From an optimization exercise on the open Yosys and OpenROAD flow, aimed at small area, a short achievable clock period and few clock cycles; shortcuts taken in it are not production practice.

==> flow/design.v <==
module serper_unit (
    input  wire        clk,
    input  wire        rst,
    input  wire        in_valid,
    output wire        in_ready,
    input  wire [15:0] in_w,
    input  wire        in_draining,
    input  wire        in_ce,
    input  wire        in_brk,
    input  wire        in_nine,
    input  wire [15:0] in_bit_time,
    input  wire [18:0] in_frame,
    input  wire [31:0] in_now,
    input  wire [31:0] in_done_at,
    input  wire [18:0] in_frozen_rem,
    input  wire [18:0] in_accum,
    output wire        out_valid,
    output wire        out_noop,
    output wire [19:0] out_baud,
    output wire [18:0] out_tx_period,
    output wire [16:0] out_rx_period,
    output wire        out_resc,
    output wire        out_sched,
    output wire [15:0] out_bit_time,
    output wire [18:0] out_frame,
    output wire [31:0] out_time
);
    localparam [1:0] S_IDLE = 2'd0, S_MUL = 2'd1, S_DIV = 2'd2;
    reg  [1:0]  st;
    reg  [2:0]  cnt;
    reg  [15:0] period;
    reg         period_set;
    reg         vld_q, noop_q, resc_q, nine_q, ce_q, brk_q, qv_q;
    reg  [31:0] now_q;
    reg  [15:0] dvs;
    reg  [16:0] dvs3;        
    reg  [18:0] aq;
    reg  [35:0] x;
    wire [15:0] m1_in = {1'b0, in_w[14:0]} + 16'd1;
    wire noop = period_set && (in_w == period);
    wire resc = !noop && in_draining && (m1_in != in_bit_time);
    wire [32:0] dd    = {1'b0, in_done_at} - {1'b0, in_now};
    wire [18:0] rem_c = dd[32] ? 19'd0 : dd[18:0];
    wire [18:0] mn_a  = (in_accum < in_frame) ? in_accum : in_frame;
    wire [18:0] opa   = in_ce ? (in_brk ? in_frozen_rem : rem_c) : mn_a;
    assign in_ready = (st == S_IDLE);
    wire acc   = in_valid && in_ready;
    wire a_zero = in_ce ? (in_brk ? (in_frozen_rem == 19'd0)
                                  : (dd[32] || in_done_at[18:0] == in_now[18:0]))
                        : (in_accum == 19'd0 || in_frame == 19'd0);
    wire start = resc && !a_zero;
    wire [15:0] hinit = in_ce ? in_bit_time - 16'd1 : 16'd0;
    wire [14:0] m  = period[14:0];
    wire [15:0] m1 = {1'b0, m} + 16'd1;
    reg [17:0] rate;
    always @(*) begin
        if      (m > 15'd31112) rate = 18'd110;
        else if (m > 15'd11440) rate = 18'd300;
        else if (m > 15'd5729)  rate = 18'd600;
        else if (m > 15'd2864)  rate = 18'd1200;
        else if (m > 15'd1432)  rate = 18'd2400;
        else if (m > 15'd715)   rate = 18'd4800;
        else if (m > 15'd357)   rate = 18'd9600;
        else if (m > 15'd237)   rate = 18'd14400;
        else if (m > 15'd178)   rate = 18'd19200;
        else if (m > 15'd108)   rate = 18'd31400;
        else if (m > 15'd88)    rate = 18'd38400;
        else if (m > 15'd58)    rate = 18'd57600;
        else if (m > 15'd28)    rate = 18'd115200;
        else if (m > 15'd25)    rate = 18'd128000;
        else if (m > 15'd12)    rate = 18'd256000;
        else                    rate = 18'd110;
    end
    assign out_baud = period[15] ? {1'b0, rate, 1'b0} : {2'b00, rate};
    wire [18:0] m8m2 = {1'b0, m, 3'b000} + {3'b000, m, 1'b0};
    assign out_tx_period = m8m2 + {4'd0, period[15] ? m : 15'd0}
                         + (period[15] ? 19'd11 : 19'd10);
    assign out_frame     = m8m2 + {4'd0, nine_q ? m : 15'd0}
                         + (nine_q ? 19'd11 : 19'd10);
    wire rx_big = period[15] ? (m >= 15'd82) : (m >= 15'd90);
    assign out_rx_period = rx_big ? out_tx_period[18:2] : 17'd227;
    assign out_bit_time  = m1;
    assign out_valid = vld_q;
    assign out_noop  = noop_q;
    assign out_resc  = resc_q;
    assign out_sched = resc_q && ce_q && !brk_q;
    wire [31:0] tadd = (ce_q && !brk_q) ? now_q : 32'd0;
    assign out_time  = tadd + {12'd0, qv_q ? x[19:0] : 20'd0};
    function [2:0] ncyc(input [15:0] n);
        ncyc = (n[15:8] != 8'd0) ? 3'd2 : 3'd1;
    endfunction
    wire [2:0] nc    = ncyc(m1);
    wire [2:0] c4 = (m1[15:12] != 4'd0) ? 3'd4 :
                    (m1[11:8]  != 4'd0) ? 3'd3 :
                    (m1[7:4]   != 4'd0) ? 3'd2 : 3'd1;
    wire [2:0] dlast = c4;
    wire [43:0] msum  = {8'd0, x}
                      + {9'd0, aq & {19{x[0]}}, 16'd0}
                      + {8'd0, aq & {19{x[1]}}, 17'd0}
                      + {7'd0, aq & {19{x[2]}}, 18'd0}
                      + {6'd0, aq & {19{x[3]}}, 19'd0}
                      + {5'd0, aq & {19{x[4]}}, 20'd0}
                      + {4'd0, aq & {19{x[5]}}, 21'd0}
                      + {3'd0, aq & {19{x[6]}}, 22'd0}
                      + {2'd0, aq & {19{x[7]}}, 23'd0};
    wire [35:0] x_mul = msum[43:8];
    wire [35:0] x_mul4 = msum[39:4];
    reg  [35:0] x_div;
    reg  [17:0] t, t1, t2, t3;
    reg  [1:0]  qd;
    integer i;
    always @(*) begin
        x_div = x;
        for (i = 0; i < 2; i = i + 1) begin
            t  = x_div[35:18];
            t1 = t - {2'b00, dvs};
            t2 = t - {1'b0, dvs, 1'b0};
            t3 = t - {1'b0, dvs3};
            qd = !t3[17] ? 2'd3 : !t2[17] ? 2'd2 : !t1[17] ? 2'd1 : 2'd0;
            case (qd)
                2'd3:    x_div = {t3[15:0], x_div[17:0], qd};
                2'd2:    x_div = {t2[15:0], x_div[17:0], qd};
                2'd1:    x_div = {t1[15:0], x_div[17:0], qd};
                default: x_div = {t[15:0],  x_div[17:0], qd};
            endcase
        end
    end
    always @(posedge clk) begin
        if (rst) begin
            st         <= S_IDLE;
            period     <= 16'h0000;
            period_set <= 1'b0;
            vld_q      <= 1'b0;
        end else begin
            vld_q <= 1'b0;
            case (st)
                S_IDLE: begin
                    noop_q <= noop;
                    resc_q <= resc;
                    nine_q <= in_nine;
                    ce_q   <= in_ce;
                    brk_q  <= in_brk;
                    now_q  <= in_now;
                    dvs    <= in_bit_time;
                    dvs3   <= {1'b0, in_bit_time} + {in_bit_time, 1'b0};
                    aq     <= opa;
                    qv_q   <= start;
                    x      <= ({36'd0, hinit} << 16) | {4'd0, 16'd0, m1_in};
                    cnt    <= 3'd0;
                    if (acc) begin
                        if (!noop) begin
                            period     <= in_w;
                            period_set <= 1'b1;
                        end
                        if (start)
                            st    <= S_MUL;
                        else
                            vld_q <= 1'b1;
                    end
                end
                S_MUL: begin
                    x   <= x_mul;
                    cnt <= cnt + 3'd1;
                    if (cnt + 3'd1 == nc) begin
                        if (c4[0])
                            x <= x_mul4;
                        cnt <= 3'd0;
                        st  <= S_DIV;
                    end
                end
                default: begin
                    x   <= x_div;
                    cnt <= cnt + 3'd1;
                    if (cnt == dlast) begin
                        vld_q <= 1'b1;
                        st    <= S_IDLE;
                    end
                end
            endcase
        end
    end
endmodule
Settings: LEC_CHECK=0, CAP_MARGIN=20, CORE_MARGIN=2, CORE_UTILIZATION=40, SLEW_MARGIN=20; clock period 12.0 ns.
standard.sh (not shown) runs the stock make flow with config.mk's settings and CLKGATE_MAP_FILE= SYNTH_SCRIPT=/design/flow/synth_recipe.tcl, a recipe that flattens the netlist after the stock synthesis.
==> flow/flow/run.sh <==
#!/bin/bash
# The standard layout, with the port buffers made of the smallest buffer cell
# (buffer_ports otherwise picks sky130_fd_sc_hd__clkdlybuf4s50_1), and timing
# repair aiming 6.5 ns below the clock period.
set -euo pipefail
export BUFFER_PORTS_ARGS="-buffer_cell sky130_fd_sc_hd__buf_1"
export SETUP_SLACK_MARGIN=6.5
bash standard.sh > standard_make.log 2>&1
Change:
==> flow/flow/run.sh (replaced) <==
#!/bin/bash
# The standard layout, with the port buffers made of the smallest buffer cell
# (buffer_ports otherwise picks sky130_fd_sc_hd__clkdlybuf4s50_1).
set -euo pipefail
export BUFFER_PORTS_ARGS="-buffer_cell sky130_fd_sc_hd__buf_1"
bash standard.sh > standard_make.log 2>&1
Settings changed: SETUP_SLACK_MARGIN from default to 5.
The changed run completed without violations. Cell area went down by about 13%. Die area is unchanged. Global-route usage went down by 2.7 points. Cell count goes down by 5.3%. Clock-buffer cell count goes down by 1. Worst hold slack gains 9.8 ps. Utilization went down by 7.1 points. Maximum frequency falls by 1.6%.
No functional check of the RTL was part of any run of this note.

* * *

Another version of the RTL of serper_unit (not shown whole).
Size: about 3100 cells after synthesis, about 190 flip-flops, about 290 I/O pins, ~26000 sq um of cells after synthesis.
==> flow/config.mk <==
export PLATFORM = sky130hd
export DESIGN_NAME = serper_unit
export DESIGN_NICKNAME = serper_unit
export VERILOG_FILES = /design/flow/design.v
export SDC_FILE = /design/flow/constraint.sdc
export NUM_CORES = 4
export LEC_CHECK = 0
export CAP_MARGIN = 20
export CORE_MARGIN = 2
export CORE_UTILIZATION = 40
export PLACE_DENSITY = 0.8
export SETUP_SLACK_MARGIN = 5
export SLEW_MARGIN = 20
==> flow/constraint.sdc <==
create_clock -name core_clock -period 12.0 [get_ports {clk}]
set_input_delay 2.4000 -clock core_clock [delete_from_list [all_inputs] [get_ports {clk}]]
set_output_delay 2.4000 -clock core_clock [all_outputs]
set_load 0.01 [all_outputs]
==> flow/flow/run.sh <==
#!/bin/bash
# The standard layout, with the port buffers made of the smallest buffer cell
# (buffer_ports otherwise picks sky130_fd_sc_hd__clkdlybuf4s50_1).
set -euo pipefail
export BUFFER_PORTS_ARGS="-buffer_cell sky130_fd_sc_hd__buf_1"
bash standard.sh > standard_make.log 2>&1
Edit:
PLACE_DENSITY = not set   (was 0.8)
Effect: Utilization barely changes; sequential cell count is unchanged; via count came out lower by 4.2%; synthesized cell count stays the same; clock skew went up by 0.014 ns; count of clock-buffer cells in the layout is lower by 1; area after synthesis is unchanged; hold slack hardly moves.
Edit:
PLACE_DENSITY = 0.45   (was not set)
Outcome: The new run completed with no timing, DRC or antenna violations. Non-clock buffer count rises by 14. Register-to-register slack gets worse by 0.11 ns. Design area rises by 0.89%. Core utilization rises by 0.40 points. Hold slack gets better by 0.026 ns.
Edit:
==> flow/flow/run.sh (replaced) <==
#!/bin/bash
# The standard layout with two changes: the port buffers are the smallest
# buffer cell (buffer_ports otherwise picks sky130_fd_sc_hd__clkdlybuf4s50_1),
# and synthesis maps adders with Yosys's default Brent-Kung carry network
# instead of the Kogge-Stone one ORFS adds (any SYNTH_OPERATIONS_ARGS drops
# that -extra-map; -noshare is already part of every synth call).
set -euo pipefail
export BUFFER_PORTS_ARGS="-buffer_cell sky130_fd_sc_hd__buf_1"
export SYNTH_OPERATIONS_ARGS="-noshare"
bash standard.sh > standard_make.log 2>&1
PLACE_DENSITY = not set   (was 0.45)
Result: The new run passed the timing, DRC and antenna checks; non-clock buffer count fell by 17; design area shrinks by 3.9%; routed wire length is lower by 11%; clock skew barely changes.
No run of this note included a check of the RTL's function; only the layout flow was run.

-- separate check: timing with driven ports --
Ports are ideal in the flow. The routed layouts listed here were re-timed in OpenROAD.
Step 1, drivers: a clkbuf_16 drives clk and a buf_2 each remaining input, both assumed.
Step 2, shift: input delay + t, output delay - t, t = (earliest + latest rising clock arrival at the registers) / 2. This alone moves slack from input paths to output paths.
Three values: no drivers, after step 1, after step 2; two values: the first two.
| run | shift t [ns] | setup WS [ns] | hold slack, ns | worst setup path at the end |
|---|---|---|---|---|
| the first run of note 1 | 0.509 | 5.225 / 5.167 / 5.676 | 0.484 / 0.484 / 0.484 | register to output |
| the second run of note 1 | 0.515 | 5.116 / 5.057 / 5.364 | 0.494 / 0.494 / 0.494 | register to register |
| the first run of note 2 | 0.545 | 5.134 / 5.110 / 4.945 | 0.441 / 0.441 / 0.441 | input to register |
| the second run of note 2 | 0.565 | 5.260 / 5.196 / 5.005 | 0.439 / 0.439 / 0.439 | input to register |
| the third run of note 2 | 0.559 | 5.140 / 5.078 / 4.782 | 0.465 / 0.465 / 0.465 | input to register |
| the fourth run of note 2 | 0.554 | 5.002 / 4.944 / 4.639 | 0.453 / 0.453 / 0.453 | input to register |
After both steps setup and hold are still met in every run listed. The setup slack of the fourth run of note 2, which loses most, moves by -0.058 ns with the drivers and by -0.363 ns with both steps.
